What follows belongs to an exercise in optimizing a design on an open flow for small area, a short achievable clock period and few clock cycles per item; a production flow would make more cautious choices.
Where RTL was checked, it was by simulation tests only, not by an equivalence proof against the original.
Power is estimated from default activity; no workload was simulated.

## run A
## sfd_tx
module sfd_tx (
    input  wire        clk,
    input  wire        rst,
    input  wire        in_valid,
    input  wire [7:0]  in_op,
    input  wire [7:0]  in_dest,
    input  wire [7:0]  in_byte,
    input  wire        in_last,
    input  wire        in_empty,
    output wire        in_ready,
    output wire        tx_valid,
    output wire [7:0]  tx_byte,
    input  wire        tx_ready
);
Size: about 1000 cells after synthesis, roughly 40 I/O pins, roughly 0.017 sq mm of cells after synthesis.
clock: 6.0 ns
lec_check: 0
cap_margin: 20
core_margin: 2
core_utilization: 65
cts_cluster_diameter: 100
cts_cluster_size: 24
place_density: 0.75
setup_slack_margin: 3.3
slew_margin: 20
standard.sh (not shown) runs the stock make flow with config.mk's settings and CLKGATE_MAP_FILE= SYNTH_SCRIPT=/design/flow/synth_recipe.tcl, a recipe that flattens the netlist after the stock synthesis.
==> flow/flow/run.sh <==
#!/bin/bash
# The standard layout (the standard.sh, ORFS make targets), with one change:
# the port buffers that buffer_ports inserts are sky130_fd_sc_hd__buf_4 cells
# instead of the default choice (clkdlybuf4s50_1, a slow delay cell).
# Each tool's output goes to a log of its own: ORFS keeps its per-step logs
# under orfs/logs/, and make's own output goes to make_finish.log here.
set -euo pipefail
bash standard.sh "BUFFER_PORTS_ARGS=-buffer_cell sky130_fd_sc_hd__buf_4" finish > make_finish.log 2>&1
Run A finished every step from synthesis to the final layout, and the layout passed the timing, design-rule and antenna checks.
The following lists how run B was set up differently from run A:
Settings: a change of SETUP_SLACK_MARGIN from 3.3 to 3.85.
[summary]
Diff run B and run A: delay of the slowest cell on the worst path higher in run A. Between run A and run B, the count of cells along the worst hold path does not differ in any meaningful way. | switching power summed over all nets | run B vs run A | worse |. Summary — final worst-path cycle share, run B relative to run A: lower, by 4.6 points. Compared with run A, in run B final instance area moved up, xor-xnor portion of the synthesized cell area held steady, total power went up.
No run of this note included a check of the RTL's function; only the layout flow was run.

* * *

job 6513:
sfd_tx, a different RTL version from the one above (not shown whole).
Size: ~1000 cells after synthesis, roughly 380 flip-flops.
export LEC_CHECK = 0
export CAP_MARGIN = 20
export CORE_MARGIN = 2
export CORE_UTILIZATION = 55
export CTS_CLUSTER_DIAMETER = 120
export CTS_CLUSTER_SIZE = 28
export PLACE_DENSITY = 0.65
export SETUP_SLACK_MARGIN = 3.65
export SLEW_MARGIN = 20
create_clock -name core_clock -period 6.0 [get_ports {clk}]
Scripts as last shown in full above: flow/flow/run.sh
Job 6513 finished all stages; the layout is clean.
Testbench counts of job 6513, summed over its fixed seeds: cycles 47,888, bytes 31,638.
## Diff of input files: job 2784 against job 6513
- CORE_UTILIZATION now 65, was 55
- PLACE_DENSITY now 0.75, was 0.65
==> flow/flow/run.sh <==
#!/bin/bash
# The standard layout (the standard.sh, ORFS make targets), with two changes:
# the port buffers that buffer_ports inserts are sky130_fd_sc_hd__buf_4 cells
# instead of the default choice (clkdlybuf4s50_1, a slow delay cell), and
# ORFS's power recovery after global routing is switched on.
# Each tool's output goes to a log of its own: ORFS keeps its per-step logs
# under orfs/logs/, and make's own output goes to make_finish.log here.
set -euo pipefail
bash standard.sh "BUFFER_PORTS_ARGS=-buffer_cell sky130_fd_sc_hd__buf_4" RECOVER_POWER=100 finish > make_finish.log 2>&1
## What came out
Job 2784: number of tap cells added at floorplan is about 16% lower than what job 6513 reported.
Pin count of the biggest net entering global routing for job 2784: about 40% down relative to job 6513
In job 2784 the amount of wire on met2 after detailed routing turned out 2.4% lower than in job 6513.
Going from job 6513 to job 2784, worst-case reg-to-reg path depth has decreased, average wire length per cell after detail routing up about 3.7%, first-pass GRT wire length went down by 1400 microns.
[job 2784] flow finished | final checks: failed | reasons: max-capacitance violations, max-slew violations
Sequential group share of total power came out higher on job 2784 than on job 6513.
The worst hold slack after final layout of job 2784 is lower than that of job 6513.
Job 2784 vs. job 6513: clock period minus final worst setup slack rose 1000 ps; sequential fraction of the synthesis area comparable.
Relative to job 2784, the following input files were edited for job 7096:
- swapping 120 for 100 in CTS_CLUSTER_DIAMETER
- putting CTS_BUF_LIST at sky130_fd_sc_hd__clkbuf_8 sky130_fd_sc_hd__clkbuf_16 where nothing was set
- swapping 28 for 20 in CTS_CLUSTER_SIZE
==> flow/flow/run.sh <==
#!/bin/bash
# The standard layout (the standard.sh, ORFS make targets), with one change:
# the port buffers that buffer_ports inserts are sky130_fd_sc_hd__buf_4 cells
# instead of the default choice (clkdlybuf4s50_1, a slow delay cell).
# Each tool's output goes to a log of its own: ORFS keeps its per-step logs
# under orfs/logs/, and make's own output goes to make_finish.log here.
set -euo pipefail
bash standard.sh "BUFFER_PORTS_ARGS=-buffer_cell sky130_fd_sc_hd__buf_4" finish > make_finish.log 2>&1
Notes after the runs:
In the metrics for job 7096 and job 2784, the one carrying the lower routing usage on met1 is job 2784.
Compared job 7096 vs job 2784, and final worst-path cycle share is down in job 7096.
Looking at part of the power in the clock network, job 7096 sits 2.4 points higher than job 2784 does.
Going from job 2784 to job 7096, iteration count of the initial detailed-routing pass shrinks by 1.
Clock period minus final worst setup slack on job 7096 is ahead of job 2784.
Of job 7096 and job 2784, the lower final worst-path setup slack belongs to job 2784.
~same number of nets in the layout in job 7096 and job 2784
Job 7096 has completed all stages; timing, DRC and antenna checks passed.

* * *

Setup of wip/indigo:
sfd_tx again, from the RTL that the note above started with.
==> flow/config.mk <==
export PLATFORM = sky130hd
export DESIGN_NAME = sfd_tx
export DESIGN_NICKNAME = sfd_tx
export VERILOG_FILES = /design/flow/design.v
export SDC_FILE = /design/flow/constraint.sdc
export NUM_CORES = 4
export LEC_CHECK = 0
export CAP_MARGIN = 20
export CORE_MARGIN = 2
export CORE_UTILIZATION = 55
export CTS_CLUSTER_DIAMETER = 120
export CTS_CLUSTER_SIZE = 28
export PLACE_DENSITY = 0.65
export SETUP_SLACK_MARGIN = 3.6
export SLEW_MARGIN = 20
==> flow/constraint.sdc <==
create_clock -name core_clock -period 6.0 [get_ports {clk}]
set_input_delay 1.2000 -clock core_clock [delete_from_list [all_inputs] [get_ports {clk}]]
set_output_delay 1.2000 -clock core_clock [all_outputs]
set_load 0.01 [all_outputs]
==> flow/flow/run.sh <==
#!/bin/bash
# The standard layout (the standard.sh, ORFS make targets), with one change:
# the port buffers that buffer_ports inserts are sky130_fd_sc_hd__buf_4 cells
# instead of the default choice (clkdlybuf4s50_1, a slow delay cell).
# Each tool's output goes to a log of its own: ORFS keeps its per-step logs
# under orfs/logs/, and make's own output goes to make_finish.log here.
set -euo pipefail
bash standard.sh "BUFFER_PORTS_ARGS=-buffer_cell sky130_fd_sc_hd__buf_4" finish > make_finish.log 2>&1
Testbench counts of wip/indigo, summed over its fixed seeds: cycles 47,888, bytes 31,638.
Modified inputs, wip/amber compared to wip/indigo
- SETUP_SLACK_MARGIN: 3.6 -> 3.65
- ABC_AREA: unset -> 1
Results
- Between wip/amber and wip/indigo, the difference in residual DRC count is negligible.
- wip/amber ended with more number of cells on the worst reg-to-reg path than wip/indigo.
- Largest voltage drop on the vdd net, wip/amber vs wip/indigo: down by a few percent
Relative to wip/amber, the following input files were edited for wip/umber:
- swapping 3.65 for 3.72 in SETUP_SLACK_MARGIN
- clearing ABC_AREA, which used to be 1
Notes after the runs:
The lower peak fanout along the critical path came out of wip/amber. Changes observed in wip/umber relative to wip/amber: clock tree cell share of total cell area about even; vias after detailed routing fell 5.1%.
Here is what was changed in the inputs of wip/maple compared with wip/umber.
- a change of CORE_UTILIZATION from 55 to 65
- a change of SETUP_SLACK_MARGIN from 3.72 to 3.65
- a change of PLACE_DENSITY from 0.65 to 0.75
## What came out
Final net count, wip/umber and wip/maple, higher one = wip/umber.
Compared wip/umber against wip/maple; area used by multi-input combinational logic within noise.
Compared with wip/umber, in wip/maple maximum clock frequency shrank by 1.6 MHz; fraction of standard cell area in multi-input logic grew by 0.53 points.

[afterwards: timing with drivers on the ports]
In the flow no input, the clock included, has a driving cell. The finished layouts below were timed again as built, in two steps.
Step 1, drivers: a clkbuf_16 drives clk and a buf_2 each remaining input, both assumed.
Step 2 moves the port delays by t, midway between the first and last clock arrival at a register: inputs arrive t later, outputs are due t later. That takes back most of the time a late clock gives input paths.
Slacks: no drivers / after step 1 / after step 2; pairs: no drivers / after step 1.
run | t (ns) | setup slack, ns | worst hold slack (ns) | worst setup path after step 2 | worst slew at a driven data input, ns
run A | 0.589 | 3.370 / 3.352 / 3.370 | 0.452 / 0.452 / 0.452 | register to register | 0.05
run B | 0.581 | 3.647 / 3.597 / 3.457 | 0.447 / 0.447 / 0.447 | input to register | 0.04
job 6513 | 0.562 | 3.658 / 3.648 / 3.194 | 0.451 / 0.451 / 0.451 | input to register | 0.03
job 2784 | 0.564 | 2.661 / 2.661 / 2.183 | 0.442 / 0.442 / 0.442 | input to register | 0.04
job 7096 | 0.587 | 3.623 / 3.614 / 3.144 | 0.440 / 0.440 / 0.440 | input to register | 0.04
wip/indigo | 0.566 | 3.637 / 3.605 / 3.113 | 0.438 / 0.438 / 0.438 | input to register | 0.04
wip/amber | 0.571 | 3.703 / 3.673 / 3.191 | 0.444 / 0.444 / 0.444 | input to register | 0.04
wip/umber | 0.576 | 3.646 / 3.638 / 3.093 | 0.453 / 0.453 / 0.453 | input to register | 0.04
wip/maple | 0.559 | 3.637 / 3.629 / 3.093 | 0.442 / 0.442 / 0.442 | input to register | 0.04
The setup slack of wip/umber, which loses most, moves by -0.008 ns with the drivers and by -0.553 ns with both steps.
